This is an optimization exercise on Yosys and OpenROAD, whose aim is small area, a short achievable clock period and few clock cycles per item, not a production implementation.
RTL that was checked went through simulation tests only; none was proved equivalent to the original.
The RTL of runs 2 and 3 was laid out without a check of its function.
No activity file was given, so power comes from the tool's default toggle rates.

**flow/config.mk**
```make
export PLATFORM = sky130hd
export DESIGN_NAME = wib_transpose8
export DESIGN_NICKNAME = wib_transpose8
export VERILOG_FILES = /design/flow/design.v
export SDC_FILE = /design/flow/constraint.sdc
export NUM_CORES = 8
export LEC_CHECK = 0
export CAP_MARGIN = 20
export CORE_MARGIN = 2
export CORE_UTILIZATION = 55
export PLACE_DENSITY = 0.65
export SLEW_MARGIN = 20
```
**flow/constraint.sdc**
```tcl
create_clock -name core_clock -period 8.5 [get_ports {clk}]
set_input_delay 1.7000 -clock core_clock [delete_from_list [all_inputs] [get_ports {clk}]]
set_output_delay 1.7000 -clock core_clock [all_outputs]
set_load 0.01 [all_outputs]
```
**flow/flow/run.sh**
```bash
#!/bin/bash
# Standard ORFS layout with two changes: port buffers use buf_2 instead of the
# default pick, and clock-tree sinks are clustered into larger groups.
set -euo pipefail
export BUFFER_PORTS_ARGS="-buffer_cell sky130_fd_sc_hd__buf_2"
export CTS_ARGS="-sink_clustering_enable -repair_clock_nets -sink_clustering_size 20 -sink_clustering_max_diameter 45 -sink_buffer_max_cap_derate 1.0 -root_buf sky130_fd_sc_hd__clkbuf_16 -tree_buf sky130_fd_sc_hd__clkbuf_16 -buf_list {sky130_fd_sc_hd__clkbuf_8 sky130_fd_sc_hd__clkbuf_16}"
export SETUP_SLACK_MARGIN=5.6
bash standard.sh > standard.log 2>&1
```
**flow/standard.sh**
```bash
#!/bin/bash
# synth_recipe.tcl (not shown) runs the flow's synth.tcl, then flattens the netlist and writes it again
# the make line also repeats each setting of config.mk as NAME=value (left out here)
make -C /OpenROAD-flow-scripts/flow DESIGN_CONFIG=/design/flow/config.mk WORK_HOME=/design/flow/orfs CLKGATE_MAP_FILE= SYNTH_SCRIPT=/design/flow/synth_recipe.tcl "${@:-finish}"
```
**flow/design.v**
```verilog
module wt8_tt #(parameter L = 1) (
    input  wire        clk,
    input  wire        osel,
    input  wire        dsel,
    input  wire [47:0] x,
    output wire [47:0] y
);
    reg  [48*L-1:0] d;
    wire [47:0] dout = d[48*L-1 -: 48];
    wire [47:0] din  = dsel ? dout : x;
    generate
        if (L == 1) begin : g1
            always @(posedge clk) d <= din;
        end else begin : gn
            always @(posedge clk) d <= {d[48*(L-1)-1:0], din};
        end
    endgenerate
    assign y = osel ? x : dout;
endmodule
module wt8_dl #(parameter L = 1) (
    input  wire        clk,
    input  wire        go,
    input  wire [11:0] x,
    output wire [11:0] y
);
    reg  [12*L-1:0] d;
    wire [11:0] dout = d[12*L-1 -: 12];
    wire [11:0] din  = go ? x : dout;
    generate
        if (L == 1) begin : g1
            always @(posedge clk) d <= din;
        end else begin : gn
            always @(posedge clk) d <= {d[12*(L-1)-1:0], din};
        end
    endgenerate
    assign y = dout;
endmodule
module wt8_st #(parameter B = 0, parameter I = 0) (
    input  wire        clk,
    input  wire        go,
    input  wire        xs,
    input  wire [47:0] x,
    output wire [47:0] y
);
    localparam L = 1 << I;
    function integer LA(input integer pp);
        LA = (B == 0) ? 2 * pp : pp;
    endfunction
    function integer LB(input integer pp);
        LB = LA(pp) + (1 << B);
    endfunction
    genvar p;
    generate
        for (p = 0; p < 2; p = p + 1) begin : g_pair
            wire [11:0] a  = x[12*LA(p) +: 12];
            wire [11:0] bd;
            wt8_dl #(.L(L)) u_bd (.clk(clk), .go(go), .x(x[12*LB(p) +: 12]), .y(bd));
            wire [11:0] p0 = xs ? bd : a;
            wire [11:0] p1 = xs ? a  : bd;
            wire [11:0] pd;
            wt8_dl #(.L(L)) u_pd (.clk(clk), .go(go), .x(p0), .y(pd));
            assign y[12*LA(p) +: 12] = pd;
            assign y[12*LB(p) +: 12] = p1;
        end
    endgenerate
endmodule
module wt8_pr (
    input  wire        clk,
    input  wire        go,
    input  wire [47:0] x,
    output wire [47:0] y
);
    reg [47:0] r;
    always @(posedge clk) if (go) r <= x;
    assign y = r;
endmodule
module wib_transpose8 (
    input  wire        clk,
    input  wire        rst,         
    input  wire        in_valid,
    output wire        in_ready,
    input  wire [63:0] in_data,
    output wire        out_valid,
    input  wire        out_ready,
    output wire [63:0] out_data,
    output wire        out_last     
);
    localparam LAT = 225;             
    localparam WIN = 336;             
    function is_adc(input [4:0] w);
        is_adc = (w >= 5'd4 && w <= 5'd15) || (w >= 5'd18);
    endfunction
    function tt_sel(input [7:0] lt, input integer i, input integer j);
        tt_sel = lt[i] & ~lt[j];
    endfunction
    function tau_bit(input [7:0] lt, input integer i);
        tau_bit = lt[i];
    endfunction
    reg  [4:0]  wcnt;                     
    reg         adc_cur, adc_nxt;         
    reg         in_ready_r;
    reg  [63:0] ireg;
    reg         ireg_v;
    reg  [63:0] ifq [0:3];
    reg  [1:0]  ifq_wp, ifq_rp;
    reg  [4:1]  fq;                       
    wire in_fire = in_valid & in_ready_r;
    wire take    = in_fire & adc_cur;
    wire push    = ireg_v;
    wire [4:0] wcnt_n  = in_fire ? ((wcnt == 5'd29) ? 5'd0 : wcnt + 5'd1) : wcnt;
    wire [4:0] wcnt_n1 = (wcnt_n == 5'd29) ? 5'd0 : wcnt_n + 5'd1;
    wire adc_n   = in_fire ? adc_nxt : adc_cur;
    assign in_ready = in_ready_r;
    reg  [7:0] tau;                       
    reg        started;                   
    reg        real_cur, real_prev;       
    reg        go;                        
    reg  [9-1:0] hold;                 
    reg        in_win;                    
    reg        lat_c, lat_x;              
    reg        np_c, np_x;                
    reg        last_c;                    
    reg  [3:1]  ob;                       
    reg  [48:0] ob0, ob1, ob2;            
    reg  [48:0] outr;                     
    wire fifo_ne  = fq[1];
    wire real_eff = started ? real_cur : fifo_ne;
    wire out_real = lat_c ? real_eff : real_prev;
    wire pop      = go & real_eff & np_c;
    wire opush    = go & out_real;
    wire opop     = ob[1] & out_ready;
    wire       wrap        = go & last_c;
    wire       started_n   = go ? ~last_c : started;
    wire       real_cur_n  = (go & ~last_c) ? real_eff : real_cur;
    wire       real_prev_n = wrap ? real_eff : real_prev;
    wire       f_up        = push & ~pop;
    wire       f_dn        = pop & ~push;
    wire [4:1] fq_n        = f_up ? {fq[3:1], 1'b1} : (f_dn ? {1'b0, fq[4:2]} : fq);
    wire       o_up        = opush & ~opop;
    wire       o_dn        = opop & ~opush;
    wire [3:1] ob_n        = o_up ? {ob[2:1], 1'b1} : (o_dn ? {1'b0, ob[3:2]} : ob);
    wire       lat_n       = go ? lat_x : lat_c;
    wire       np_n        = go ? np_x : np_c;
    wire       fifo_ne_n   = fq_n[1];
    wire       real_eff_n  = started_n ? real_cur_n : fifo_ne_n;
    wire       idle_n      = ~started_n & ~fifo_ne_n & ~real_prev_n;
    wire       out_real_n  = lat_n ? real_eff_n : real_prev_n;
    wire       ob_room_p   = ~ob[3] & ~(ob[2] & opush);
    wire       cond_n      = ~idle_n & (~real_eff_n | ~np_n | fifo_ne_n)
                                     & (~out_real_n | ob_room_p);
    wire       go_n        = ~in_win & cond_n;
    wire [9-1:0] hold_n = in_win ? hold - 1'b1 : ((cond_n | idle_n) ? 0 : WIN);
    wire       pop_n       = go_n & real_eff_n & np_n;
    wire       room_1      = pop_n | ~fq_n[4];            
    wire       room_2      = pop_n ? ~fq_n[4] : ~fq_n[3];  
    wire       rdy_if_idle  = ~adc_cur | room_1;
    wire       rdy_if_valid = in_ready_r ? (~adc_nxt | (adc_cur ? room_2 : room_1))
                                         : rdy_if_idle;
    wire       go_nx  = ~rst & go_n;
    wire [7:0] tau1   = tau + 8'd1;
    wire [7:0] tau2   = tau + 8'd2;
    wire [7:0] tau_n  = rst ? 8'd0 : (go ? tau1 : tau);
    reg  [47:0] resid;
    wire [63:0] head = ifq[ifq_rp];
    reg  [47:0] vin;
    always @(*) begin
        case (tau[1:0])
            2'd0:    vin = head[47:0];
            2'd1:    vin = {head[31:0], resid[15:0]};
            2'd2:    vin = {head[15:0], resid[31:0]};
            default: vin = resid;
        endcase
    end
    always @(posedge clk) begin
        if (pop) begin
            case (tau[1:0])
                2'd0:    resid <= {32'd0, head[63:48]};
                2'd1:    resid <= {16'd0, head[63:32]};
                default: resid <= head[63:16];
            endcase
        end
    end
    reg t0_o, t0_x, t0_d;
    wire t0_on = rst ? tt_sel(8'd0 - 8'd0, 6, 3) : (go ? t0_x : t0_o);
    reg t1_o, t1_x, t1_d;
    wire t1_on = rst ? tt_sel(8'd0 - 8'd56, 3, 1) : (go ? t1_x : t1_o);
    reg t2_o, t2_x, t2_d;
    wire t2_on = rst ? tt_sel(8'd0 - 8'd62, 7, 4) : (go ? t2_x : t2_o);
    reg t4_o, t4_x, t4_d;
    wire t4_on = rst ? tt_sel(8'd0 - 8'd175, 4, 3) : (go ? t4_x : t4_o);
    reg t5_o, t5_x, t5_d;
    wire t5_on = rst ? tt_sel(8'd0 - 8'd183, 3, 2) : (go ? t5_x : t5_o);
    reg t6_o, t6_x, t6_d;
    wire t6_on = rst ? tt_sel(8'd0 - 8'd187, 5, 3) : (go ? t6_x : t6_o);
    reg t7_o, t7_x, t7_d;
    wire t7_on = rst ? tt_sel(8'd0 - 8'd211, 3, 0) : (go ? t7_x : t7_o);
    reg u9_o, u9_x;
    reg u10_o, u10_x;
    reg t11_o, t11_x, t11_d;
    wire t11_on = rst ? tt_sel(8'd0 - 8'd222, 2, 1) : (go ? t11_x : t11_o);
    reg t12_o, t12_x, t12_d;
    wire t12_on = rst ? tt_sel(8'd0 - 8'd224, 1, 0) : (go ? t12_x : t12_o);
    always @(posedge clk) begin
        t0_o <= t0_on;
        t0_x <= rst ? tt_sel(8'd1 - 8'd0, 6, 3) : (go ? tt_sel(tau2 - 8'd0, 6, 3) : t0_x);
        t0_d <= t0_on | ~go_nx;
        t1_o <= t1_on;
        t1_x <= rst ? tt_sel(8'd1 - 8'd56, 3, 1) : (go ? tt_sel(tau2 - 8'd56, 3, 1) : t1_x);
        t1_d <= t1_on | ~go_nx;
        t2_o <= t2_on;
        t2_x <= rst ? tt_sel(8'd1 - 8'd62, 7, 4) : (go ? tt_sel(tau2 - 8'd62, 7, 4) : t2_x);
        t2_d <= t2_on | ~go_nx;
        t4_o <= t4_on;
        t4_x <= rst ? tt_sel(8'd1 - 8'd175, 4, 3) : (go ? tt_sel(tau2 - 8'd175, 4, 3) : t4_x);
        t4_d <= t4_on | ~go_nx;
        t5_o <= t5_on;
        t5_x <= rst ? tt_sel(8'd1 - 8'd183, 3, 2) : (go ? tt_sel(tau2 - 8'd183, 3, 2) : t5_x);
        t5_d <= t5_on | ~go_nx;
        t6_o <= t6_on;
        t6_x <= rst ? tt_sel(8'd1 - 8'd187, 5, 3) : (go ? tt_sel(tau2 - 8'd187, 5, 3) : t6_x);
        t6_d <= t6_on | ~go_nx;
        t7_o <= t7_on;
        t7_x <= rst ? tt_sel(8'd1 - 8'd211, 3, 0) : (go ? tt_sel(tau2 - 8'd211, 3, 0) : t7_x);
        t7_d <= t7_on | ~go_nx;
        u9_o <= rst ? tau_bit(8'd0 - 8'd219, 1) : (go ? u9_x : u9_o);
        u9_x <= rst ? tau_bit(8'd1 - 8'd219, 1) : (go ? tau_bit(tau2 - 8'd219, 1) : u9_x);
        u10_o <= rst ? tau_bit(8'd0 - 8'd221, 0) : (go ? u10_x : u10_o);
        u10_x <= rst ? tau_bit(8'd1 - 8'd221, 0) : (go ? tau_bit(tau2 - 8'd221, 0) : u10_x);
        t11_o <= t11_on;
        t11_x <= rst ? tt_sel(8'd1 - 8'd222, 2, 1) : (go ? tt_sel(tau2 - 8'd222, 2, 1) : t11_x);
        t11_d <= t11_on | ~go_nx;
        t12_o <= t12_on;
        t12_x <= rst ? tt_sel(8'd1 - 8'd224, 1, 0) : (go ? tt_sel(tau2 - 8'd224, 1, 0) : t12_x);
        t12_d <= t12_on | ~go_nx;
    end
    wire [47:0] s [0:13];
    assign s[0] = vin;
    wt8_tt #(.L(56)) t0 (.clk(clk), .osel(t0_o), .dsel(t0_d), .x(s[0]), .y(s[1]));
    wt8_tt #(.L(6)) t1 (.clk(clk), .osel(t1_o), .dsel(t1_d), .x(s[1]), .y(s[2]));
    wt8_tt #(.L(112)) t2 (.clk(clk), .osel(t2_o), .dsel(t2_d), .x(s[2]), .y(s[3]));
    wt8_pr p3 (.clk(clk), .go(go), .x(s[3]), .y(s[4]));
    wt8_tt #(.L(8)) t4 (.clk(clk), .osel(t4_o), .dsel(t4_d), .x(s[4]), .y(s[5]));
    wt8_tt #(.L(4)) t5 (.clk(clk), .osel(t5_o), .dsel(t5_d), .x(s[5]), .y(s[6]));
    wt8_tt #(.L(24)) t6 (.clk(clk), .osel(t6_o), .dsel(t6_d), .x(s[6]), .y(s[7]));
    wt8_tt #(.L(7)) t7 (.clk(clk), .osel(t7_o), .dsel(t7_d), .x(s[7]), .y(s[8]));
    wt8_pr p8 (.clk(clk), .go(go), .x(s[8]), .y(s[9]));
    wt8_st #(.B(1), .I(1)) u9 (.clk(clk), .go(go), .xs(u9_o), .x(s[9]), .y(s[10]));
    wt8_st #(.B(0), .I(0)) u10 (.clk(clk), .go(go), .xs(u10_o), .x(s[10]), .y(s[11]));
    wt8_tt #(.L(2)) t11 (.clk(clk), .osel(t11_o), .dsel(t11_d), .x(s[11]), .y(s[12]));
    wt8_tt #(.L(1)) t12 (.clk(clk), .osel(t12_o), .dsel(t12_d), .x(s[12]), .y(s[13]));
    wire [7:0] oslot = tau - LAT;
    always @(posedge clk) begin
        ireg <= in_data;
        if (push) ifq[ifq_wp] <= ireg;
    end
    always @(posedge clk) begin
        if (rst) begin
            wcnt       <= 5'd0;
            adc_cur    <= 1'b0;
            adc_nxt    <= 1'b0;
            in_ready_r <= 1'b1;
            ireg_v     <= 1'b0;
            ifq_wp     <= 2'd0;
            ifq_rp     <= 2'd0;
            fq         <= 4'd0;
            tau        <= 8'd0;
            started    <= 1'b0;
            real_cur   <= 1'b0;
            real_prev  <= 1'b0;
            go         <= 1'b0;
            hold       <= 0;
            in_win     <= 1'b0;
            ob         <= 3'd0;
        end else begin
            wcnt       <= wcnt_n;
            adc_cur    <= adc_n;
            if (in_fire) adc_nxt <= is_adc(wcnt_n1);
            in_ready_r <= in_valid ? rdy_if_valid : rdy_if_idle;
            ireg_v     <= take;
            if (push) ifq_wp <= ifq_wp + 2'd1;
            if (pop)  ifq_rp <= ifq_rp + 2'd1;
            fq         <= fq_n;
            tau        <= tau_n;
            started    <= started_n;
            real_cur   <= real_cur_n;
            real_prev  <= real_prev_n;
            go         <= go_n;
            hold       <= hold_n;
            in_win     <= in_win ? (hold > 2) : ~(cond_n | idle_n);
            ob         <= ob_n;
        end
        lat_c  <= rst ? 1'b0 : (go ? lat_x : lat_c);
        lat_x  <= rst ? 1'b0 : (go ? ((tau2 >= LAT) && (tau1 != 8'd255)) : lat_x);
        np_c   <= rst ? 1'b1 : (go ? np_x : np_c);
        np_x   <= rst ? 1'b1 : (go ? (tau2[1:0] != 2'd3) : np_x);
        last_c <= rst ? 1'b0 : (go ? (tau1 == 8'd255) : last_c);
    end
    wire [48:0] oword = {oslot == 8'd255, s[13]};
    wire ow0 = opush & (ob[1] ? (ob[2] ? 1'b0 : opop) : 1'b1);
    wire ow1 = opush & (ob[2] ? (ob[3] ? 1'b0 : opop) : (ob[1] & ~opop));
    wire ow2 = opush & ob[2] & ~opop;
    wire        hchg     = ow0 | opop;
    wire [48:0] head_new = ow0 ? oword : ob1;
    always @(posedge clk) begin
        if (ow0)       ob0 <= oword;
        else if (opop) ob0 <= ob1;
        outr <= hchg ? head_new : ob0;
        if (ow1)       ob1 <= oword;
        else if (opop) ob1 <= ob2;
        if (ow2)       ob2 <= oword;
    end
    assign out_valid = ob[1];
    assign out_last  = outr[48];
    assign out_data  = {4'h0, outr[47:36], 4'h0, outr[35:24], 4'h0, outr[23:12], 4'h0, outr[11:0]};
endmodule
```
==> impl_table.tex, run 1 <==
\begin{tabular}{lr}
\hline
Metric & Value \\
\hline
\multicolumn{2}{l}{\textbf{Floorplanning}} \\
Height of the die & 683 um \\
Floorplan core area & 460000 um2 \\
Effective utilization at floorplan & 55.2\% \\
Top-level port count & 135 \\
Total die area & 467000 um2 \\
Placement Rows & 249 \\
Die width & 683 um \\
\multicolumn{2}{l}{\textbf{Placed design}} \\
Post-DP HPWL & 192000 um \\
Worst slack, placed & 4.38 ns \\
Final Wtd Congestion & 0.752 \\
Number of buffers inserted by port buffering & 118 \\
\multicolumn{2}{l}{\textbf{Detailed routing}} \\
Post-DRT Antenna Nets & 0 \\
First DRT Iteration DRCs & 5218 \\
DRC errors left & 0 \\
Number of iterations in the first detailed-routing pass & 6 \\
Total via count in the routed design & 92700 \\
Post-detailed-route via-to-cell ratio & 4.35 \\
Detailed-route wire length & 335000 um \\
Routed wire per std cell & 15.7 um \\
\multicolumn{2}{l}{\textbf{GRT}} \\
Largest net degree at the start of global routing & 173 \\
Number of global-route vias before repair & 89300 \\
Wire length of the first global-routing pass & 513000 um \\
Congestion Overflow GR & 0 \\
Total global routing track utilization & 14.2\% \\
Initial antenna violation count & 35 \\
\multicolumn{2}{l}{\textbf{Timing}} \\
Max-slew violation count & 0 \\
Post-route setup slack & 5.26 ns \\
Slew Limit Headroom & 24.3\% \\
Actual transition at the worst max-transition pin & 1.14 ns \\
Clk\_skew & 0.0542 ns \\
Endpoints failing setup & 0 \\
Total negative slack & 0 ns \\
Top achievable clock speed & 309 MHz \\
RSZ-0062 raised after global routing & true \\
Smallest hold slack & 0.284 ns \\
Final hold viol count & 0 \\
Clock period minus final worst setup slack & 3.24 ns \\
Period Utilization, post-route & 38.1\% \\
\multicolumn{2}{l}{\textbf{CTS}} \\
Clock insertion delay at the later pin of the skew report & 1.09 ns \\
CTS tree & done \\
Register clock-pin slew on the reported worst setup and hold paths & 0.12 ns \\
Clock tree root driver cell & sky130\_fd\_sc\_hd\_\_clkbuf\_16 \\
Maximum buffer depth of the clock tree & 4 \\
CTS H-tree lvls & 6 \\
Hold\_buf cts & 0 \\
Number of buffers inserted during clock tree synthesis & 729 \\
Clock sink count & 11400 \\
\multicolumn{2}{l}{\textbf{Yosys}} \\
Avg Synthesized Cell Area & 18.1 um2 \\
Sequential area share after synthesis & 92.9\% \\
Count of yosys warnings during synthesis & 13 \\
Number of enable-type register cells in the synthesized netlist & 643 \\
Most used flip-flop cell after synthesis & sky130\_fd\_sc\_hd\_\_dfxtp\_1 \\
Cell area after synthesis & 254000 um2 \\
Proportion of netlist area held by the largest area contributor & 85.3\% \\
Main area contributors after synthesis & sky130\_fd\_sc\_hd\_\_dfxtp\_1 85\%, sky130\_fd\_sc\_hd\_\_edfxtp\_1 7.6\%, sky130\_fd\_sc\_hd\_\_mux2\_2 1.7\%, sky130\_fd\_sc\_hd\_\_mux2i\_1 1.1\%, sky130\_fd\_sc\_hd\_\_mux4\_2 0.57\% \\
Cell accounting for the most synthesized area & sky130\_fd\_sc\_hd\_\_dfxtp\_1 \\
Mapped Cells & 14000 \\
Async set or reset register ratio after synthesis & 0\% \\
Synth cell types & 63 \\
Number of synthesized register bits & 11400 \\
\multicolumn{2}{l}{\textbf{Finish}} \\
Post-layout util & 60.4\% \\
Share of final-layout standard cells stronger than drive strength 1 & 11.9\% \\
Final net count & 14800 \\
Area growth, synth to finish & 9.54\% \\
Number of inserted filler cells in the final layout & 33100 \\
\multicolumn{2}{l}{\textbf{Setup path}} \\
Crit start category & flip-flop \\
Buf/Inv on CP & 1 \\
Worst-path fanout max & 2 \\
Sequence of cells on the critical path & buf\_8 \\
Kind of cell adding the most delay to the critical path & flip-flops \\
R2R setup slack & 5.70 ns \\
Critical path's largest stage delay & 0.37 ns \\
Sort of element at the end of the critical path & output port \\
Required @ worst endpoint & 6.80 ns \\
Worst endpoint data arrival time & 1.54 ns \\
CP max stage cell & sky130\_fd\_sc\_hd\_\_dfxtp\_4 \\
Worst Setup Path Type & reg2out \\
\multicolumn{2}{l}{\textbf{Power}} \\
Comb pwr share & 2.0\% \\
Internal power consumption & 0.0693 W \\
Ratio of total power to cell area & 315 nW/um2 \\
Static Leakage & 111 nW \\
Clock network fraction of design power & 31.0\% \\
Sequential group share of total power & 67.0\% \\
Net switching power & 0.0182 W \\
Net switching share of the total power & 20.8\% \\
Tot Pwr & 0.0875 W \\
Peak supply drop & 0.239 mV \\
\multicolumn{2}{l}{\textbf{Worst hold path}} \\
Worst hold path type & reg2reg \\
\multicolumn{2}{l}{\textbf{Status}} \\
Run status & no timing/DRC/antenna violations \\
\multicolumn{2}{l}{\textbf{Job}} \\
Max cap viols & 0 \\
\hline
\end{tabular}
power by group through the flow:
stage | Sequential, W | Clock [W] | Combinational (W)
final | 0.0586 | 0.0272 | 0.00172
after global placement | 0.0598 | 0 | 0.00162
after detailed placement | 0.0599 | 0 | 0.00165
after floorplan | 0.0592 | 0 | 0.00126
after CTS | 0.0587 | 0.0282 | 0.00172
after global routing | 0.0590 | 0.0301 | 0.00187
synthesized netlist by cell type, types with 22 or more instances:
cell and count:
sky130_fd_sc_hd__nor2b_1 38, sky130_fd_sc_hd__mux2i_1 283, sky130_fd_sc_hd__nor2_1 230, sky130_fd_sc_hd__buf_2 38, sky130_fd_sc_hd__nand2_1 348, sky130_fd_sc_hd__clkbuf_1 162
sky130_fd_sc_hd__a222oi_1 31, sky130_fd_sc_hd__edfxtp_1 643, sky130_fd_sc_hd__mux4_2 64, sky130_fd_sc_hd__a31oi_1 74, sky130_fd_sc_hd__mux2_2 372, sky130_fd_sc_hd__a21oi_1 122
sky130_fd_sc_hd__a22oi_1 51, sky130_fd_sc_hd__and2_1 26, sky130_fd_sc_hd__o211ai_1 22, sky130_fd_sc_hd__ha_1 22, sky130_fd_sc_hd__buf_1 36, sky130_fd_sc_hd__dfxtp_1 10800
sky130_fd_sc_hd__mux2_1 31, sky130_fd_sc_hd__o21ai_1 101, sky130_fd_sc_hd__o21ai_0 145, sky130_fd_sc_hd__inv_1 179
metal layers:
layer	vias up	share of wire, %	track usage (%)	wire, um
li1	46400	-	-	-
met1	44000	54	22.7	181000
met2	1634	38	19.2	128000
met3	704	5.1	2.91	16900
met4	34	2.8	4.37	9470
met5	-	0.061	0	203
layout by cell type (no fill, tap or decap), types with 49 or more instances in the layout:
| cell type | netlist | layout |
|---|---|---|
| sky130_fd_sc_hd__a21oi_1 | 122 | 122 |
| sky130_fd_sc_hd__a31oi_1 | 74 | 74 |
| sky130_fd_sc_hd__buf_2 | 38 | 76 |
| sky130_fd_sc_hd__buf_4 | 16 | 53 |
| sky130_fd_sc_hd__clkbuf_16 | 0 | 92 |
| sky130_fd_sc_hd__clkbuf_8 | 0 | 717 |
| sky130_fd_sc_hd__clkinv_2 | 0 | 49 |
| sky130_fd_sc_hd__dfxtp_1 | 10800 | 10700 |
| sky130_fd_sc_hd__edfxtp_1 | 643 | 643 |
| sky130_fd_sc_hd__inv_1 | 179 | 258 |
| sky130_fd_sc_hd__mux2_2 | 372 | 369 |
| sky130_fd_sc_hd__mux2i_1 | 283 | 283 |
| sky130_fd_sc_hd__mux4_2 | 64 | 64 |
| sky130_fd_sc_hd__nand2_1 | 348 | 343 |
| sky130_fd_sc_hd__nor2_1 | 230 | 228 |
| sky130_fd_sc_hd__o21ai_0 | 145 | 144 |
| sky130_fd_sc_hd__o21ai_1 | 101 | 101 |
flip-flops by register name (all words and copies together), names as in the netlist, 96 cells and up, named ones only:
register and cells:
t6.d 1152, t4.d 384, t2.d 5376, t7.d 336, t0.d 2688, t5.d 192, ifq 256, t11.d 96
t1.d 288
kinds of logic after synthesis:
kind of cell,after synthesis,synth area share (%)
compound gates,640,1.55
xor+xnor,26,0.0898
fa+ha+maj,22,0.109
buf+inv,435,0.698
flops,11400,92.9
mux,750,3.47
other cells,1,0.00148
simple gates,720,1.20
repair_timing:
action / 4_1_cts / 5_1_grt
endpoints found under the setup margin: 383 / 178
pin swaps: 12 / 4
cloned: 3 / 2
endpoints found under the hold margin: 0 / 0
buffers inserted: 20 / 7
resized for setup: 102 / 27
through the flow:
step | instances | cell area, um2
floorplan | 14100 | 254000
global placement | 20100 | 261000
detailed placement | 20100 | 261000
CTS | 21300 | 278000
global route | 21300 | 278000
finish | 21300 | 278000
layout make-up:
cell class / count / area, um2 / area share (%)
diodes: 22 / 55.1 / 0.0198
clock buffers: 809 / 12200 / 4.38
clock inverters: 334 / 3440 / 1.24
inverters: 179 / 676 / 0.243
multi-input cells: 2178 / 16600 / 5.99
flip-flops and latches: 11400 / 236000 / 84.8
well taps: 6149 / 7690 / 2.77
repair buffers: 184 / 1460 / 0.526
repair inverters: 1 / 7.51 / 0.00270
worst paths after layout:
kind / start / end / depth (start not counted)
max: in_ready_r / in_ready / 1
min: t0.d[2461] / t0.d[2509] / 0
max reg2reg: tau[0] / p3.r[13] / 9
min reg2reg: t0.d[2461] / t0.d[2509] / 0
Testbench counts, summed over its fixed seeds: cycles 18,240, blocks 64.
==> run 2: changes to the inputs <==
--- a/flow/design.v
+++ b/flow/design.v
@@ -85,7 +85,7 @@
     output wire [63:0] out_data,
     output wire        out_last     
 );
-    localparam LAT = 225;             
+    localparam LAT = 226;             
     localparam WIN = 336;             
     function is_adc(input [4:0] w);
         is_adc = (w >= 5'd4 && w <= 5'd15) || (w >= 5'd18);
@@ -156,7 +156,6 @@
     wire       rdy_if_idle  = ~adc_cur | room_1;
     wire       rdy_if_valid = in_ready_r ? (~adc_nxt | (adc_cur ? room_2 : room_1))
                                          : rdy_if_idle;
-    wire       go_nx  = ~rst & go_n;
     wire [7:0] tau1   = tau + 8'd1;
     wire [7:0] tau2   = tau + 8'd2;
     wire [7:0] tau_n  = rst ? 8'd0 : (go ? tau1 : tau);
@@ -180,74 +179,66 @@
             endcase
         end
     end
-    reg t0_o, t0_x, t0_d;
+    reg t0_o, t0_x;
     wire t0_on = rst ? tt_sel(8'd0 - 8'd0, 6, 3) : (go ? t0_x : t0_o);
-    reg t1_o, t1_x, t1_d;
+    reg t1_o, t1_x;
     wire t1_on = rst ? tt_sel(8'd0 - 8'd56, 3, 1) : (go ? t1_x : t1_o);
-    reg t2_o, t2_x, t2_d;
-    wire t2_on = rst ? tt_sel(8'd0 - 8'd62, 7, 4) : (go ? t2_x : t2_o);
-    reg t4_o, t4_x, t4_d;
+    reg t3_o, t3_x;
+    wire t3_on = rst ? tt_sel(8'd0 - 8'd63, 7, 4) : (go ? t3_x : t3_o);
+    reg t4_o, t4_x;
     wire t4_on = rst ? tt_sel(8'd0 - 8'd175, 4, 3) : (go ? t4_x : t4_o);
-    reg t5_o, t5_x, t5_d;
+    reg t5_o, t5_x;
     wire t5_on = rst ? tt_sel(8'd0 - 8'd183, 3, 2) : (go ? t5_x : t5_o);
-    reg t6_o, t6_x, t6_d;
-    wire t6_on = rst ? tt_sel(8'd0 - 8'd187, 5, 3) : (go ? t6_x : t6_o);
-    reg t7_o, t7_x, t7_d;
-    wire t7_on = rst ? tt_sel(8'd0 - 8'd211, 3, 0) : (go ? t7_x : t7_o);
+    reg t7_o, t7_x;
+    wire t7_on = rst ? tt_sel(8'd0 - 8'd188, 5, 3) : (go ? t7_x : t7_o);
+    reg t8_o, t8_x;
+    wire t8_on = rst ? tt_sel(8'd0 - 8'd212, 3, 0) : (go ? t8_x : t8_o);
     reg u9_o, u9_x;
-    reg u10_o, u10_x;
-    reg t11_o, t11_x, t11_d;
-    wire t11_on = rst ? tt_sel(8'd0 - 8'd222, 2, 1) : (go ? t11_x : t11_o);
-    reg t12_o, t12_x, t12_d;
-    wire t12_on = rst ? tt_sel(8'd0 - 8'd224, 1, 0) : (go ? t12_x : t12_o);
+    reg u11_o, u11_x;
+    reg t12_o, t12_x;
+    wire t12_on = rst ? tt_sel(8'd0 - 8'd223, 2, 1) : (go ? t12_x : t12_o);
+    reg t13_o, t13_x;
+    wire t13_on = rst ? tt_sel(8'd0 - 8'd225, 1, 0) : (go ? t13_x : t13_o);
     always @(posedge clk) begin
         t0_o <= t0_on;
         t0_x <= rst ? tt_sel(8'd1 - 8'd0, 6, 3) : (go ? tt_sel(tau2 - 8'd0, 6, 3) : t0_x);
-        t0_d <= t0_on | ~go_nx;
         t1_o <= t1_on;
         t1_x <= rst ? tt_sel(8'd1 - 8'd56, 3, 1) : (go ? tt_sel(tau2 - 8'd56, 3, 1) : t1_x);
-        t1_d <= t1_on | ~go_nx;
-        t2_o <= t2_on;
-        t2_x <= rst ? tt_sel(8'd1 - 8'd62, 7, 4) : (go ? tt_sel(tau2 - 8'd62, 7, 4) : t2_x);
-        t2_d <= t2_on | ~go_nx;
+        t3_o <= t3_on;
+        t3_x <= rst ? tt_sel(8'd1 - 8'd63, 7, 4) : (go ? tt_sel(tau2 - 8'd63, 7, 4) : t3_x);
         t4_o <= t4_on;
         t4_x <= rst ? tt_sel(8'd1 - 8'd175, 4, 3) : (go ? tt_sel(tau2 - 8'd175, 4, 3) : t4_x);
-        t4_d <= t4_on | ~go_nx;
         t5_o <= t5_on;
         t5_x <= rst ? tt_sel(8'd1 - 8'd183, 3, 2) : (go ? tt_sel(tau2 - 8'd183, 3, 2) : t5_x);
-        t5_d <= t5_on | ~go_nx;
-        t6_o <= t6_on;
-        t6_x <= rst ? tt_sel(8'd1 - 8'd187, 5, 3) : (go ? tt_sel(tau2 - 8'd187, 5, 3) : t6_x);
-        t6_d <= t6_on | ~go_nx;
         t7_o <= t7_on;
-        t7_x <= rst ? tt_sel(8'd1 - 8'd211, 3, 0) : (go ? tt_sel(tau2 - 8'd211, 3, 0) : t7_x);
-        t7_d <= t7_on | ~go_nx;
+        t7_x <= rst ? tt_sel(8'd1 - 8'd188, 5, 3) : (go ? tt_sel(tau2 - 8'd188, 5, 3) : t7_x);
+        t8_o <= t8_on;
+        t8_x <= rst ? tt_sel(8'd1 - 8'd212, 3, 0) : (go ? tt_sel(tau2 - 8'd212, 3, 0) : t8_x);
         u9_o <= rst ? tau_bit(8'd0 - 8'd219, 1) : (go ? u9_x : u9_o);
         u9_x <= rst ? tau_bit(8'd1 - 8'd219, 1) : (go ? tau_bit(tau2 - 8'd219, 1) : u9_x);
-        u10_o <= rst ? tau_bit(8'd0 - 8'd221, 0) : (go ? u10_x : u10_o);
-        u10_x <= rst ? tau_bit(8'd1 - 8'd221, 0) : (go ? tau_bit(tau2 - 8'd221, 0) : u10_x);
-        t11_o <= t11_on;
-        t11_x <= rst ? tt_sel(8'd1 - 8'd222, 2, 1) : (go ? tt_sel(tau2 - 8'd222, 2, 1) : t11_x);
-        t11_d <= t11_on | ~go_nx;
+        u11_o <= rst ? tau_bit(8'd0 - 8'd222, 0) : (go ? u11_x : u11_o);
+        u11_x <= rst ? tau_bit(8'd1 - 8'd222, 0) : (go ? tau_bit(tau2 - 8'd222, 0) : u11_x);
         t12_o <= t12_on;
-        t12_x <= rst ? tt_sel(8'd1 - 8'd224, 1, 0) : (go ? tt_sel(tau2 - 8'd224, 1, 0) : t12_x);
-        t12_d <= t12_on | ~go_nx;
+        t12_x <= rst ? tt_sel(8'd1 - 8'd223, 2, 1) : (go ? tt_sel(tau2 - 8'd223, 2, 1) : t12_x);
+        t13_o <= t13_on;
+        t13_x <= rst ? tt_sel(8'd1 - 8'd225, 1, 0) : (go ? tt_sel(tau2 - 8'd225, 1, 0) : t13_x);
     end
-    wire [47:0] s [0:13];
+    wire [47:0] s [0:14];
     assign s[0] = vin;
-    wt8_tt #(.L(56)) t0 (.clk(clk), .osel(t0_o), .dsel(t0_d), .x(s[0]), .y(s[1]));
-    wt8_tt #(.L(6)) t1 (.clk(clk), .osel(t1_o), .dsel(t1_d), .x(s[1]), .y(s[2]));
-    wt8_tt #(.L(112)) t2 (.clk(clk), .osel(t2_o), .dsel(t2_d), .x(s[2]), .y(s[3]));
-    wt8_pr p3 (.clk(clk), .go(go), .x(s[3]), .y(s[4]));
-    wt8_tt #(.L(8)) t4 (.clk(clk), .osel(t4_o), .dsel(t4_d), .x(s[4]), .y(s[5]));
-    wt8_tt #(.L(4)) t5 (.clk(clk), .osel(t5_o), .dsel(t5_d), .x(s[5]), .y(s[6]));
-    wt8_tt #(.L(24)) t6 (.clk(clk), .osel(t6_o), .dsel(t6_d), .x(s[6]), .y(s[7]));
-    wt8_tt #(.L(7)) t7 (.clk(clk), .osel(t7_o), .dsel(t7_d), .x(s[7]), .y(s[8]));
-    wt8_pr p8 (.clk(clk), .go(go), .x(s[8]), .y(s[9]));
+    wt8_tt #(.L(56)) t0 (.clk(clk), .osel(t0_o), .dsel(t0_o | ~go), .x(s[0]), .y(s[1]));
+    wt8_tt #(.L(6)) t1 (.clk(clk), .osel(t1_o), .dsel(t1_o | ~go), .x(s[1]), .y(s[2]));
+    wt8_pr p2 (.clk(clk), .go(go), .x(s[2]), .y(s[3]));
+    wt8_tt #(.L(112)) t3 (.clk(clk), .osel(t3_o), .dsel(t3_o | ~go), .x(s[3]), .y(s[4]));
+    wt8_tt #(.L(8)) t4 (.clk(clk), .osel(t4_o), .dsel(t4_o | ~go), .x(s[4]), .y(s[5]));
+    wt8_tt #(.L(4)) t5 (.clk(clk), .osel(t5_o), .dsel(t5_o | ~go), .x(s[5]), .y(s[6]));
+    wt8_pr p6 (.clk(clk), .go(go), .x(s[6]), .y(s[7]));
+    wt8_tt #(.L(24)) t7 (.clk(clk), .osel(t7_o), .dsel(t7_o | ~go), .x(s[7]), .y(s[8]));
+    wt8_tt #(.L(7)) t8 (.clk(clk), .osel(t8_o), .dsel(t8_o | ~go), .x(s[8]), .y(s[9]));
     wt8_st #(.B(1), .I(1)) u9 (.clk(clk), .go(go), .xs(u9_o), .x(s[9]), .y(s[10]));
-    wt8_st #(.B(0), .I(0)) u10 (.clk(clk), .go(go), .xs(u10_o), .x(s[10]), .y(s[11]));
-    wt8_tt #(.L(2)) t11 (.clk(clk), .osel(t11_o), .dsel(t11_d), .x(s[11]), .y(s[12]));
-    wt8_tt #(.L(1)) t12 (.clk(clk), .osel(t12_o), .dsel(t12_d), .x(s[12]), .y(s[13]));
+    wt8_pr p10 (.clk(clk), .go(go), .x(s[10]), .y(s[11]));
+    wt8_st #(.B(0), .I(0)) u11 (.clk(clk), .go(go), .xs(u11_o), .x(s[11]), .y(s[12]));
+    wt8_tt #(.L(2)) t12 (.clk(clk), .osel(t12_o), .dsel(t12_o | ~go), .x(s[12]), .y(s[13]));
+    wt8_tt #(.L(1)) t13 (.clk(clk), .osel(t13_o), .dsel(t13_o | ~go), .x(s[13]), .y(s[14]));
     wire [7:0] oslot = tau - LAT;
     always @(posedge clk) begin
         ireg <= in_data;
@@ -295,7 +286,7 @@
         np_x   <= rst ? 1'b1 : (go ? (tau2[1:0] != 2'd3) : np_x);
         last_c <= rst ? 1'b0 : (go ? (tau1 == 8'd255) : last_c);
     end
-    wire [48:0] oword = {oslot == 8'd255, s[13]};
+    wire [48:0] oword = {oslot == 8'd255, s[14]};
     wire ow0 = opush & (ob[1] ? (ob[2] ? 1'b0 : opop) : 1'b1);
     wire ow1 = opush & (ob[2] ? (ob[3] ? 1'b0 : opop) : (ob[1] & ~opop));
     wire ow2 = opush & ob[2] & ~opop;
==> run 2 against run 1 <==
- sequential power hardly changed
- global-route usage is 0.22 points lower
- hold slack improved by 0.012 ns
- power increased by 0.62%
- count of clock-buffer cells in the layout rose by 19
- synthesized cell count is 1.4% higher
- critical path type unchanged
- critical endpoint unchanged
==> impl_table.tex, run 2 <==
\begin{tabular}{lr}
\hline
Metric & Value \\
\hline
\multicolumn{2}{l}{\textbf{Status}} \\
Run status & no timing/DRC/antenna violations \\
\multicolumn{2}{l}{\textbf{Detailed routing}} \\
Total via count in the routed design & 93000 \\
Routed wire per std cell & 15.4 um \\
Number of iterations in the first detailed-routing pass & 5 \\
DRC errors left & 0 \\
Post-detailed-route via-to-cell ratio & 4.33 \\
Post-DRT Antenna Nets & 0 \\
First DRT Iteration DRCs & 5279 \\
Detailed-route wire length & 332000 um \\
\multicolumn{2}{l}{\textbf{Setup path}} \\
Required @ worst endpoint & 6.80 ns \\
CP max stage cell & sky130\_fd\_sc\_hd\_\_dfxtp\_4 \\
Critical path's largest stage delay & 0.37 ns \\
Worst endpoint data arrival time & 1.55 ns \\
Sort of element at the end of the critical path & output port \\
Buf/Inv on CP & 1 \\
Worst Setup Path Type & reg2out \\
Kind of cell adding the most delay to the critical path & flip-flops \\
Worst-path fanout max & 2 \\
Crit start category & flip-flop \\
Sequence of cells on the critical path & buf\_6 \\
\multicolumn{2}{l}{\textbf{Placed design}} \\
Final Wtd Congestion & 0.750 \\
Post-DP HPWL & 188000 um \\
Number of buffers inserted by port buffering & 118 \\
Cell count after placement & 20300 \\
Worst slack, placed & 4.51 ns \\
\multicolumn{2}{l}{\textbf{Finish}} \\
Commonest non-fill, non-tap cell in the layout & sky130\_fd\_sc\_hd\_\_dfxtp\_1 \\
Number of inserted filler cells in the final layout & 33500 \\
Largest regs & t3.d (5376), t0.d (2688), t7.d (1152) \\
Final net count & 15000 \\
Commonest cells after routing, fill and taps aside & 10700 x sky130\_fd\_sc\_hd\_\_dfxtp\_1, 731 x sky130\_fd\_sc\_hd\_\_clkbuf\_8, 691 x sky130\_fd\_sc\_hd\_\_edfxtp\_1, 578 x sky130\_fd\_sc\_hd\_\_nand2\_1, 387 x sky130\_fd\_sc\_hd\_\_o21ai\_0 \\
Sequential cell area & 237000 um2 \\
Area growth, synth to finish & 9.40\% \\
Non-Filler Instances & 21500 \\
Max FFs per register & 5376 \\
Reg with most FFs & t3.d \\
Post-layout util & 60.5\% \\
Total area of multi-input combinational cells & 16200 um2 \\
Share of final-layout standard cells stronger than drive strength 1 & 10.9\% \\
\multicolumn{2}{l}{\textbf{GRT}} \\
Wire length of the first global-routing pass & 518000 um \\
Total global routing track utilization & 13.9\% \\
Initial antenna violation count & 36 \\
Largest net degree at the start of global routing & 97 \\
Number of global-route vias before repair & 91100 \\
Met1 Track Usage GR & 22.0\% \\
Peak-usage layer in the global routing report & met1 \\
Global Route met3 Usage & 2.60\% \\
Congestion Overflow GR & 0 \\
Global routing met2 resource utilization & 19.4\% \\
\multicolumn{2}{l}{\textbf{Yosys}} \\
Cell accounting for the most synthesized area & sky130\_fd\_sc\_hd\_\_dfxtp\_1 \\
Mapped Cells & 14200 \\
Async set or reset register ratio after synthesis & 0\% \\
Most used flip-flop cell after synthesis & sky130\_fd\_sc\_hd\_\_dfxtp\_1 \\
Number of enable-type register cells in the synthesized netlist & 691 \\
Sequential area share after synthesis & 93.1\% \\
Main area contributors after synthesis & sky130\_fd\_sc\_hd\_\_dfxtp\_1 85\%, sky130\_fd\_sc\_hd\_\_edfxtp\_1 8.2\%, sky130\_fd\_sc\_hd\_\_mux2i\_1 1.1\%, sky130\_fd\_sc\_hd\_\_mux2\_2 1.1\%, sky130\_fd\_sc\_hd\_\_nand2\_1 0.86\% \\
Cell area after synthesis & 254000 um2 \\
Count of yosys warnings during synthesis & 13 \\
Leading cell types by count after synthesis & 10800 x sky130\_fd\_sc\_hd\_\_dfxtp\_1, 691 x sky130\_fd\_sc\_hd\_\_edfxtp\_1, 581 x sky130\_fd\_sc\_hd\_\_nand2\_1, 389 x sky130\_fd\_sc\_hd\_\_o21ai\_0, 292 x sky130\_fd\_sc\_hd\_\_mux2i\_1 \\
Most frequent cell after synthesis & sky130\_fd\_sc\_hd\_\_dfxtp\_1 \\
Number of synthesized register bits & 11500 \\
Synth cell types & 61 \\
Proportion of netlist area held by the largest area contributor & 84.9\% \\
Avg Synthesized Cell Area & 17.9 um2 \\
\multicolumn{2}{l}{\textbf{Timing}} \\
Clk\_skew & 0.0479 ns \\
Top achievable clock speed & 308 MHz \\
Slew Limit Headroom & 32.5\% \\
Clock period minus final worst setup slack & 3.25 ns \\
RSZ-0062 raised after global routing & true \\
Max-slew violation count & 0 \\
Final hold viol count & 0 \\
Period Utilization, post-route & 38.2\% \\
Total negative slack & 0 ns \\
Actual transition at the worst max-transition pin & 1.01 ns \\
Endpoints failing setup & 0 \\
Post-route setup slack & 5.25 ns \\
\multicolumn{2}{l}{\textbf{CTS}} \\
Clock tree root driver cell & sky130\_fd\_sc\_hd\_\_clkbuf\_16 \\
CTS H-tree lvls & 6 \\
Clock insertion delay at the later pin of the skew report & 1.07 ns \\
Maximum buffer depth of the clock tree & 4 \\
CTS tree & done \\
Register clock-pin slew on the reported worst setup and hold paths & 0.11 ns \\
Number of buffers inserted during clock tree synthesis & 731 \\
Clock sink count & 11500 \\
Hold\_buf cts & 0 \\
\multicolumn{2}{l}{\textbf{Power}} \\
Static Leakage & 110 nW \\
Ratio of total power to cell area & 316 nW/um2 \\
Peak supply drop & 0.233 mV \\
\multicolumn{2}{l}{\textbf{Floorplanning}} \\
Total die area & 468000 um2 \\
Placement Rows & 249 \\
Die width & 684 um \\
Height of the die & 684 um \\
Floorplan core area & 460000 um2 \\
Top-level port count & 135 \\
Effective utilization at floorplan & 55.3\% \\
\multicolumn{2}{l}{\textbf{Job}} \\
Max cap viols & 0 \\
\multicolumn{2}{l}{\textbf{Worst hold path}} \\
Worst hold path type & reg2reg \\
\hline
\end{tabular}
[run 2: cell types whose count changed in the layout (fill, tap and decap cells not counted), moves of 17 or more]
cell                       previous run  this run
sky130_fd_sc_hd__o211ai_1            22         4
sky130_fd_sc_hd__mux2_1              24         0
sky130_fd_sc_hd__edfxtp_1           643       691
sky130_fd_sc_hd__inv_1              258       219
sky130_fd_sc_hd__o21ai_1            101        23
sky130_fd_sc_hd__a31oi_1             74        25
sky130_fd_sc_hd__a21oi_1            122       141
sky130_fd_sc_hd__mux2_2             369       242
sky130_fd_sc_hd__nand2_1            343       578
sky130_fd_sc_hd__nor2b_1             33         3
sky130_fd_sc_hd__clkinv_8            30        13
sky130_fd_sc_hd__nor2_1             228       248
sky130_fd_sc_hd__o21ai_0            144       387
[run 2: report_power, final]
group          internal, W  total, W  switching [W]
Sequential          0.0578    0.0589        0.00110
Combinational     0.000745   0.00200        0.00126
Clock               0.0111    0.0271         0.0161
Total               0.0696    0.0880         0.0184
[run 2: final cells by class]
type	count	area share, %
antenna	12	0.0108
inverter	129	0.178
timing repair buffer	179	0.505
sequential	11500	85.1
clock inverter	331	1.09
clock buffer	828	4.49
multi-input combinational	2374	5.82
tap	6149	2.77
[run 2: worst paths after layout]
check | from | endpoint | slack [ns] | depth (start not counted)
worst max-delay path | in_ready_r | in_ready | 5.25 | 1
worst min-delay path | t12.d[11] | t12.d[59] | 0.30 | 0
worst max register to register | t4_o | p6.r[39] | 5.71 | 3
worst min register to register | t12.d[11] | t12.d[59] | 0.30 | 0
[run 2: cell families (layout without fill, tap and decap cells)]
family / Yosys count / after routing / share of synthesized area [%]
buf+inv: 403 / 1467 / 0.663
fa+ha+maj: 24 / 24 / 0.118
flops: 11500 / 11500 / 93.1
simple gates: 941 / 947 / 1.49
xor+xnor: 29 / 29 / 0.0999
other cells: 1 / 28 / 0.00147
compound gates: 760 / 760 / 1.73
mux: 598 / 598 / 2.79
[run 2: metrics by stage]
stage | hold slack [ns] | power [W] | instance area, um2
after global routing | 0.296 | 0.0915 | 278000
after floorplan | 0.310 | 0.0609 | 255000
final | 0.296 | 0.0880 | 278000
after CTS | 0.296 | 0.0891 | 278000
after global placement | 0.310 | 0.0620 | 262000
after detailed placement | 0.312 | 0.0621 | 262000
[run 2: routing by layer]
metal | vias to the layer above | part of all wire (%)
met5 | - | 0.042
met4 | 22 | 2.8
met3 | 696 | 4.5
met2 | 1469 | 39
met1 | 44000 | 53
li1 | 46800 | -
[run 2: what timing repair did]
action | CTS | global route
cloned | 4 | 2
resized for setup | 114 | 26
setup endpoints to repair | 435 | 442
pin swaps | 7 | 4
setup buffers | 6 | 10
==> run 3: changes to the inputs <==
--- a/flow/design.v
+++ b/flow/design.v
@@ -85,7 +85,7 @@
     output wire [63:0] out_data,
     output wire        out_last     
 );
-    localparam LAT = 226;             
+    localparam LAT = 224;             
     localparam WIN = 336;             
     function is_adc(input [4:0] w);
         is_adc = (w >= 5'd4 && w <= 5'd15) || (w >= 5'd18);
@@ -183,62 +183,60 @@
     wire t0_on = rst ? tt_sel(8'd0 - 8'd0, 6, 3) : (go ? t0_x : t0_o);
     reg t1_o, t1_x;
     wire t1_on = rst ? tt_sel(8'd0 - 8'd56, 3, 1) : (go ? t1_x : t1_o);
+    reg t2_o, t2_x;
+    wire t2_on = rst ? tt_sel(8'd0 - 8'd62, 7, 4) : (go ? t2_x : t2_o);
     reg t3_o, t3_x;
-    wire t3_on = rst ? tt_sel(8'd0 - 8'd63, 7, 4) : (go ? t3_x : t3_o);
+    wire t3_on = rst ? tt_sel(8'd0 - 8'd174, 4, 3) : (go ? t3_x : t3_o);
     reg t4_o, t4_x;
-    wire t4_on = rst ? tt_sel(8'd0 - 8'd175, 4, 3) : (go ? t4_x : t4_o);
-    reg t5_o, t5_x;
-    wire t5_on = rst ? tt_sel(8'd0 - 8'd183, 3, 2) : (go ? t5_x : t5_o);
+    wire t4_on = rst ? tt_sel(8'd0 - 8'd182, 3, 2) : (go ? t4_x : t4_o);
+    reg t6_o, t6_x;
+    wire t6_on = rst ? tt_sel(8'd0 - 8'd187, 5, 3) : (go ? t6_x : t6_o);
     reg t7_o, t7_x;
-    wire t7_on = rst ? tt_sel(8'd0 - 8'd188, 5, 3) : (go ? t7_x : t7_o);
-    reg t8_o, t8_x;
-    wire t8_on = rst ? tt_sel(8'd0 - 8'd212, 3, 0) : (go ? t8_x : t8_o);
+    wire t7_on = rst ? tt_sel(8'd0 - 8'd211, 3, 0) : (go ? t7_x : t7_o);
+    reg u8_o, u8_x;
     reg u9_o, u9_x;
-    reg u11_o, u11_x;
-    reg t12_o, t12_x;
-    wire t12_on = rst ? tt_sel(8'd0 - 8'd223, 2, 1) : (go ? t12_x : t12_o);
-    reg t13_o, t13_x;
-    wire t13_on = rst ? tt_sel(8'd0 - 8'd225, 1, 0) : (go ? t13_x : t13_o);
+    reg t10_o, t10_x;
+    wire t10_on = rst ? tt_sel(8'd0 - 8'd221, 2, 1) : (go ? t10_x : t10_o);
+    reg t11_o, t11_x;
+    wire t11_on = rst ? tt_sel(8'd0 - 8'd223, 1, 0) : (go ? t11_x : t11_o);
     always @(posedge clk) begin
         t0_o <= t0_on;
         t0_x <= rst ? tt_sel(8'd1 - 8'd0, 6, 3) : (go ? tt_sel(tau2 - 8'd0, 6, 3) : t0_x);
         t1_o <= t1_on;
         t1_x <= rst ? tt_sel(8'd1 - 8'd56, 3, 1) : (go ? tt_sel(tau2 - 8'd56, 3, 1) : t1_x);
+        t2_o <= t2_on;
+        t2_x <= rst ? tt_sel(8'd1 - 8'd62, 7, 4) : (go ? tt_sel(tau2 - 8'd62, 7, 4) : t2_x);
         t3_o <= t3_on;
-        t3_x <= rst ? tt_sel(8'd1 - 8'd63, 7, 4) : (go ? tt_sel(tau2 - 8'd63, 7, 4) : t3_x);
+        t3_x <= rst ? tt_sel(8'd1 - 8'd174, 4, 3) : (go ? tt_sel(tau2 - 8'd174, 4, 3) : t3_x);
         t4_o <= t4_on;
-        t4_x <= rst ? tt_sel(8'd1 - 8'd175, 4, 3) : (go ? tt_sel(tau2 - 8'd175, 4, 3) : t4_x);
-        t5_o <= t5_on;
-        t5_x <= rst ? tt_sel(8'd1 - 8'd183, 3, 2) : (go ? tt_sel(tau2 - 8'd183, 3, 2) : t5_x);
+        t4_x <= rst ? tt_sel(8'd1 - 8'd182, 3, 2) : (go ? tt_sel(tau2 - 8'd182, 3, 2) : t4_x);
+        t6_o <= t6_on;
+        t6_x <= rst ? tt_sel(8'd1 - 8'd187, 5, 3) : (go ? tt_sel(tau2 - 8'd187, 5, 3) : t6_x);
         t7_o <= t7_on;
-        t7_x <= rst ? tt_sel(8'd1 - 8'd188, 5, 3) : (go ? tt_sel(tau2 - 8'd188, 5, 3) : t7_x);
-        t8_o <= t8_on;
-        t8_x <= rst ? tt_sel(8'd1 - 8'd212, 3, 0) : (go ? tt_sel(tau2 - 8'd212, 3, 0) : t8_x);
-        u9_o <= rst ? tau_bit(8'd0 - 8'd219, 1) : (go ? u9_x : u9_o);
-        u9_x <= rst ? tau_bit(8'd1 - 8'd219, 1) : (go ? tau_bit(tau2 - 8'd219, 1) : u9_x);
-        u11_o <= rst ? tau_bit(8'd0 - 8'd222, 0) : (go ? u11_x : u11_o);
-        u11_x <= rst ? tau_bit(8'd1 - 8'd222, 0) : (go ? tau_bit(tau2 - 8'd222, 0) : u11_x);
-        t12_o <= t12_on;
-        t12_x <= rst ? tt_sel(8'd1 - 8'd223, 2, 1) : (go ? tt_sel(tau2 - 8'd223, 2, 1) : t12_x);
-        t13_o <= t13_on;
-        t13_x <= rst ? tt_sel(8'd1 - 8'd225, 1, 0) : (go ? tt_sel(tau2 - 8'd225, 1, 0) : t13_x);
+        t7_x <= rst ? tt_sel(8'd1 - 8'd211, 3, 0) : (go ? tt_sel(tau2 - 8'd211, 3, 0) : t7_x);
+        u8_o <= rst ? tau_bit(8'd0 - 8'd218, 1) : (go ? u8_x : u8_o);
+        u8_x <= rst ? tau_bit(8'd1 - 8'd218, 1) : (go ? tau_bit(tau2 - 8'd218, 1) : u8_x);
+        u9_o <= rst ? tau_bit(8'd0 - 8'd220, 0) : (go ? u9_x : u9_o);
+        u9_x <= rst ? tau_bit(8'd1 - 8'd220, 0) : (go ? tau_bit(tau2 - 8'd220, 0) : u9_x);
+        t10_o <= t10_on;
+        t10_x <= rst ? tt_sel(8'd1 - 8'd221, 2, 1) : (go ? tt_sel(tau2 - 8'd221, 2, 1) : t10_x);
+        t11_o <= t11_on;
+        t11_x <= rst ? tt_sel(8'd1 - 8'd223, 1, 0) : (go ? tt_sel(tau2 - 8'd223, 1, 0) : t11_x);
     end
-    wire [47:0] s [0:14];
+    wire [47:0] s [0:12];
     assign s[0] = vin;
     wt8_tt #(.L(56)) t0 (.clk(clk), .osel(t0_o), .dsel(t0_o | ~go), .x(s[0]), .y(s[1]));
     wt8_tt #(.L(6)) t1 (.clk(clk), .osel(t1_o), .dsel(t1_o | ~go), .x(s[1]), .y(s[2]));
-    wt8_pr p2 (.clk(clk), .go(go), .x(s[2]), .y(s[3]));
-    wt8_tt #(.L(112)) t3 (.clk(clk), .osel(t3_o), .dsel(t3_o | ~go), .x(s[3]), .y(s[4]));
-    wt8_tt #(.L(8)) t4 (.clk(clk), .osel(t4_o), .dsel(t4_o | ~go), .x(s[4]), .y(s[5]));
-    wt8_tt #(.L(4)) t5 (.clk(clk), .osel(t5_o), .dsel(t5_o | ~go), .x(s[5]), .y(s[6]));
-    wt8_pr p6 (.clk(clk), .go(go), .x(s[6]), .y(s[7]));
-    wt8_tt #(.L(24)) t7 (.clk(clk), .osel(t7_o), .dsel(t7_o | ~go), .x(s[7]), .y(s[8]));
-    wt8_tt #(.L(7)) t8 (.clk(clk), .osel(t8_o), .dsel(t8_o | ~go), .x(s[8]), .y(s[9]));
-    wt8_st #(.B(1), .I(1)) u9 (.clk(clk), .go(go), .xs(u9_o), .x(s[9]), .y(s[10]));
-    wt8_pr p10 (.clk(clk), .go(go), .x(s[10]), .y(s[11]));
-    wt8_st #(.B(0), .I(0)) u11 (.clk(clk), .go(go), .xs(u11_o), .x(s[11]), .y(s[12]));
-    wt8_tt #(.L(2)) t12 (.clk(clk), .osel(t12_o), .dsel(t12_o | ~go), .x(s[12]), .y(s[13]));
-    wt8_tt #(.L(1)) t13 (.clk(clk), .osel(t13_o), .dsel(t13_o | ~go), .x(s[13]), .y(s[14]));
+    wt8_tt #(.L(112)) t2 (.clk(clk), .osel(t2_o), .dsel(t2_o | ~go), .x(s[2]), .y(s[3]));
+    wt8_tt #(.L(8)) t3 (.clk(clk), .osel(t3_o), .dsel(t3_o | ~go), .x(s[3]), .y(s[4]));
+    wt8_tt #(.L(4)) t4 (.clk(clk), .osel(t4_o), .dsel(t4_o | ~go), .x(s[4]), .y(s[5]));
+    wt8_pr p5 (.clk(clk), .go(go), .x(s[5]), .y(s[6]));
+    wt8_tt #(.L(24)) t6 (.clk(clk), .osel(t6_o), .dsel(t6_o | ~go), .x(s[6]), .y(s[7]));
+    wt8_tt #(.L(7)) t7 (.clk(clk), .osel(t7_o), .dsel(t7_o | ~go), .x(s[7]), .y(s[8]));
+    wt8_st #(.B(1), .I(1)) u8 (.clk(clk), .go(go), .xs(u8_o), .x(s[8]), .y(s[9]));
+    wt8_st #(.B(0), .I(0)) u9 (.clk(clk), .go(go), .xs(u9_o), .x(s[9]), .y(s[10]));
+    wt8_tt #(.L(2)) t10 (.clk(clk), .osel(t10_o), .dsel(t10_o | ~go), .x(s[10]), .y(s[11]));
+    wt8_tt #(.L(1)) t11 (.clk(clk), .osel(t11_o), .dsel(t11_o | ~go), .x(s[11]), .y(s[12]));
     wire [7:0] oslot = tau - LAT;
     always @(posedge clk) begin
         ireg <= in_data;
@@ -286,7 +284,7 @@
         np_x   <= rst ? 1'b1 : (go ? (tau2[1:0] != 2'd3) : np_x);
         last_c <= rst ? 1'b0 : (go ? (tau1 == 8'd255) : last_c);
     end
-    wire [48:0] oword = {oslot == 8'd255, s[14]};
+    wire [48:0] oword = {oslot == 8'd255, s[12]};
     wire ow0 = opush & (ob[1] ? (ob[2] ? 1'b0 : opop) : 1'b1);
     wire ow1 = opush & (ob[2] ? (ob[3] ? 1'b0 : opop) : (ob[1] & ~opop));
     wire ow2 = opush & ob[2] & ~opop;
==> run 3 against run 2 <==
- non-clock buffer count grew 22
- sequential share of layout area shrank 0.50 points
- first-iteration DRC count grew 20%
- critical endpoint is now out_data[21]
- design area shrank 0.64%
- largest cell class unchanged
- synthesized area shrank 0.89%
- still clean on timing, DRC and antenna
- cell count grew 0.27%
==> impl_table.tex, run 3 <==
\begin{tabular}{lr}
\hline
Metric & Value \\
\hline
\multicolumn{2}{l}{\textbf{Power}} \\
Net switching share of the total power & 20.8\% \\
Static Leakage & 109 nW \\
Net switching power & 0.0179 W \\
Tot Pwr & 0.0863 W \\
Clock network fraction of design power & 31.6\% \\
Internal power consumption & 0.0683 W \\
Comb pwr share & 1.8\% \\
Peak supply drop & 0.234 mV \\
Sequential group share of total power & 66.6\% \\
Ratio of total power to cell area & 312 nW/um2 \\
\multicolumn{2}{l}{\textbf{Timing}} \\
Max-slew violation count & 0 \\
Clk\_skew & 0.0917 ns \\
Actual transition at the worst max-transition pin & 1.14 ns \\
Top achievable clock speed & 312 MHz \\
Final hold viol count & 0 \\
RSZ-0062 raised after global routing & true \\
Period Utilization, post-route & 37.7\% \\
Clock period minus final worst setup slack & 3.20 ns \\
Endpoints failing setup & 0 \\
Smallest hold slack & 0.267 ns \\
Total negative slack & 0 ns \\
Slew Limit Headroom & 24.2\% \\
\multicolumn{2}{l}{\textbf{GRT}} \\
Wire length of the first global-routing pass & 529000 um \\
Number of global-route vias before repair & 91700 \\
Total global routing track utilization & 14.7\% \\
Initial antenna violation count & 44 \\
Largest net degree at the start of global routing & 101 \\
Congestion Overflow GR & 0 \\
\multicolumn{2}{l}{\textbf{Floorplanning}} \\
Total die area & 464000 um2 \\
Height of the die & 681 um \\
Floorplan core area & 456000 um2 \\
Top-level port count & 135 \\
Placement Rows & 248 \\
Effective utilization at floorplan & 55.2\% \\
Die width & 681 um \\
\multicolumn{2}{l}{\textbf{Yosys}} \\
Cell area after synthesis & 252000 um2 \\
Most used flip-flop cell after synthesis & sky130\_fd\_sc\_hd\_\_dfxtp\_1 \\
Main area contributors after synthesis & sky130\_fd\_sc\_hd\_\_dfxtp\_1 86\%, sky130\_fd\_sc\_hd\_\_edfxtp\_1 7.1\%, sky130\_fd\_sc\_hd\_\_o21ai\_0 0.92\%, sky130\_fd\_sc\_hd\_\_mux2\_2 0.79\%, sky130\_fd\_sc\_hd\_\_mux2i\_1 0.66\% \\
Sequential area share after synthesis & 92.8\% \\
Synth cell types & 70 \\
Avg Synthesized Cell Area & 17.6 um2 \\
Async set or reset register ratio after synthesis & 0\% \\
Number of synthesized register bits & 11400 \\
Cell accounting for the most synthesized area & sky130\_fd\_sc\_hd\_\_dfxtp\_1 \\
Mapped Cells & 14300 \\
Most frequent cell after synthesis & sky130\_fd\_sc\_hd\_\_dfxtp\_1 \\
Leading cell types by count after synthesis & 10800 x sky130\_fd\_sc\_hd\_\_dfxtp\_1, 595 x sky130\_fd\_sc\_hd\_\_edfxtp\_1, 463 x sky130\_fd\_sc\_hd\_\_o21ai\_0, 418 x sky130\_fd\_sc\_hd\_\_nand2\_1, 327 x sky130\_fd\_sc\_hd\_\_nor2\_1 \\
Count of yosys warnings during synthesis & 13 \\
Proportion of netlist area held by the largest area contributor & 85.7\% \\
Number of enable-type register cells in the synthesized netlist & 595 \\
\multicolumn{2}{l}{\textbf{Finish}} \\
Share of final-layout standard cells stronger than drive strength 1 & 10.8\% \\
Final net count & 15100 \\
Reg with most FFs & t2.d \\
Post-layout util & 60.6\% \\
Non-Filler Instances & 21500 \\
Largest regs & t2.d (5376), t0.d (2688), t6.d (1152) \\
Area growth, synth to finish & 9.68\% \\
Commonest non-fill, non-tap cell in the layout & sky130\_fd\_sc\_hd\_\_dfxtp\_1 \\
Commonest cells after routing, fill and taps aside & 10700 x sky130\_fd\_sc\_hd\_\_dfxtp\_1, 718 x sky130\_fd\_sc\_hd\_\_clkbuf\_8, 595 x sky130\_fd\_sc\_hd\_\_edfxtp\_1, 458 x sky130\_fd\_sc\_hd\_\_o21ai\_0, 411 x sky130\_fd\_sc\_hd\_\_nand2\_1 \\
Max FFs per register & 5376 \\
Number of inserted filler cells in the final layout & 33300 \\
\multicolumn{2}{l}{\textbf{Status}} \\
Run status & no timing/DRC/antenna violations \\
\multicolumn{2}{l}{\textbf{Placed design}} \\
Cell count after placement & 20300 \\
Post-DP HPWL & 200000 um \\
Number of buffers inserted by port buffering & 118 \\
Final Wtd Congestion & 0.777 \\
\multicolumn{2}{l}{\textbf{CTS}} \\
Clock insertion delay at the later pin of the skew report & 1.09 ns \\
Register clock-pin slew on the reported worst setup and hold paths & 0.11 ns \\
Clock tree root driver cell & sky130\_fd\_sc\_hd\_\_clkbuf\_16 \\
Number of buffers inserted during clock tree synthesis & 733 \\
Hold\_buf cts & 0 \\
CTS tree & done \\
Clock sink count & 11400 \\
Maximum buffer depth of the clock tree & 4 \\
CTS H-tree lvls & 6 \\
\multicolumn{2}{l}{\textbf{Job}} \\
Max cap viols & 0 \\
\multicolumn{2}{l}{\textbf{Setup path}} \\
Worst endpoint data arrival time & 1.50 ns \\
Kind of cell adding the most delay to the critical path & flip-flops \\
Worst Setup Path Type & reg2out \\
Buf/Inv on CP & 1 \\
Sequence of cells on the critical path & buf\_6 \\
Crit start category & flip-flop \\
CP max stage cell & sky130\_fd\_sc\_hd\_\_dfxtp\_2 \\
Required @ worst endpoint & 6.80 ns \\
Critical path's largest stage delay & 0.37 ns \\
Sort of element at the end of the critical path & output port \\
Worst-path fanout max & 1 \\
\multicolumn{2}{l}{\textbf{Detailed routing}} \\
Number of iterations in the first detailed-routing pass & 7 \\
Metal2 WL & 143000 um \\
Top Layer Used & met5 \\
Post-DRT Antenna Nets & 0 \\
Routed wire length on met3 & 17800 um \\
Post-detailed-route via-to-cell ratio & 4.41 \\
First DRT Iteration DRCs & 6349 \\
Detailed-route wire length & 347000 um \\
DRC errors left & 0 \\
Metal-1 WL & 175000 um \\
Total via count in the routed design & 95000 \\
Routed wire per std cell & 16.1 um \\
\multicolumn{2}{l}{\textbf{Worst hold path}} \\
Worst hold path type & reg2reg \\
\hline
\end{tabular}
-- run 3: cell types whose count changed in the layout (fill, tap and decap cells not counted), moves of 73 or more --
cell,before,now
sky130_fd_sc_hd__edfxtp_1,691,595
sky130_fd_sc_hd__nand2_1,578,411
sky130_fd_sc_hd__mux2_2,242,168
sky130_fd_sc_hd__a21oi_1,141,234
sky130_fd_sc_hd__mux2i_1,292,158
sky130_fd_sc_hd__nor2_1,248,321
-- run 3: logic make-up after synthesis --
kind of cell | synth area share (%)
buf+inv | 0.702
simple gates | 1.69
fa+ha+maj | 0.114
other cells | 0.00149
compound gates | 2.55
mux | 2.03
xor+xnor | 0.104
flops | 92.8
-- run 3: final timing paths --
kind	startpoint	to	slack (ns)	cells after the start
worst min register to register	t3.d[3]	t3.d[51]	0.27	0
worst max-delay path	outr[17]	out_data[21]	5.30	1
worst max register to register	tau[1]	p5.r[0]	5.62	9
worst min-delay path	t3.d[3]	t3.d[51]	0.27	0
-- run 3: area by class of cell --
cell class	instances	area, um2	area share, %
sequential	11400	234000	84.6
multi-input combinational	2541	16900	6.12
clock buffer	809	12200	4.40
tap	6125	7660	2.77
clock inverter	343	3510	1.27
timing repair buffer	201	1700	0.615
inverter	124	473	0.171
antenna	13	32.5	0.0118
-- run 3: stage by stage --
| step | worst slack (ns) | cell area, um2 |
|---|---|---|
| final | 5.30 | 276000 |
| after global routing | 5.21 | 276000 |
| after detailed placement | 4.54 | 260000 |
| after global placement | 4.58 | 260000 |
| after CTS | 5.17 | 276000 |
| after floorplan | 4.78 | 252000 |
-- run 3: repair_timing --
action,4_1_cts,5_1_grt
endpoints found under the setup margin,335,209
pin swaps,5,7
endpoints found under the hold margin,0,0
gates cloned,2,2
resized for setup,111,53
setup buffers,14,10
-- run 3: power by group through the flow --
stage          logic, W  registers (W)  clock network [W]
4_1_cts         0.00155         0.0575             0.0282
2_1_floorplan   0.00105         0.0582                  0
3_5_place_dp    0.00151         0.0587                  0
5_1_grt         0.00176         0.0577             0.0301
3_3_place_gp    0.00147         0.0586                  0
6_report        0.00159         0.0574             0.0272
-- run 3: per-layer routing --
metal | GRT usage [%] | up-vias
met4 | 5.34 | 6
met5 | 0 | -
li1 | - | 47300
met1 | 22.1 | 45000
met3 | 2.64 | 700
met2 | 21.3 | 2006

port drivers added, routing unchanged:
Ports are ideal in the flow. The routed layouts listed here were re-timed in OpenROAD. Step 1 assumes that a clkbuf_16 drives the clock port and a buf_2 every other input. Step 2 moves the port delays by t, midway between the first and last clock arrival at a register: inputs arrive t later, outputs are due t later. That takes back most of the time a late clock gives input paths. Slacks: ideal ports / drivers / drivers and shift; pairs: ideal ports / drivers.
run | t, ns | slack for setup (ns) | worst setup path at the end | clock arrival spread, ns | worst data-port slew with drivers (ns)
run 1 | 1.165 | 5.261 / 5.147 / 4.687 | input to register | 0.078 / 0.078 | 0.16
run 2 | 1.150 | 5.251 / 5.139 / 4.745 | input to register | 0.076 / 0.075 | 0.13
run 3 | 1.139 | 5.298 / 5.190 / 4.750 | input to register | 0.110 / 0.109 | 0.14
After both steps setup and hold are still met in every run listed. The setup slack of run 1, which loses most, moves by -0.114 ns with the drivers and by -0.574 ns with both steps.
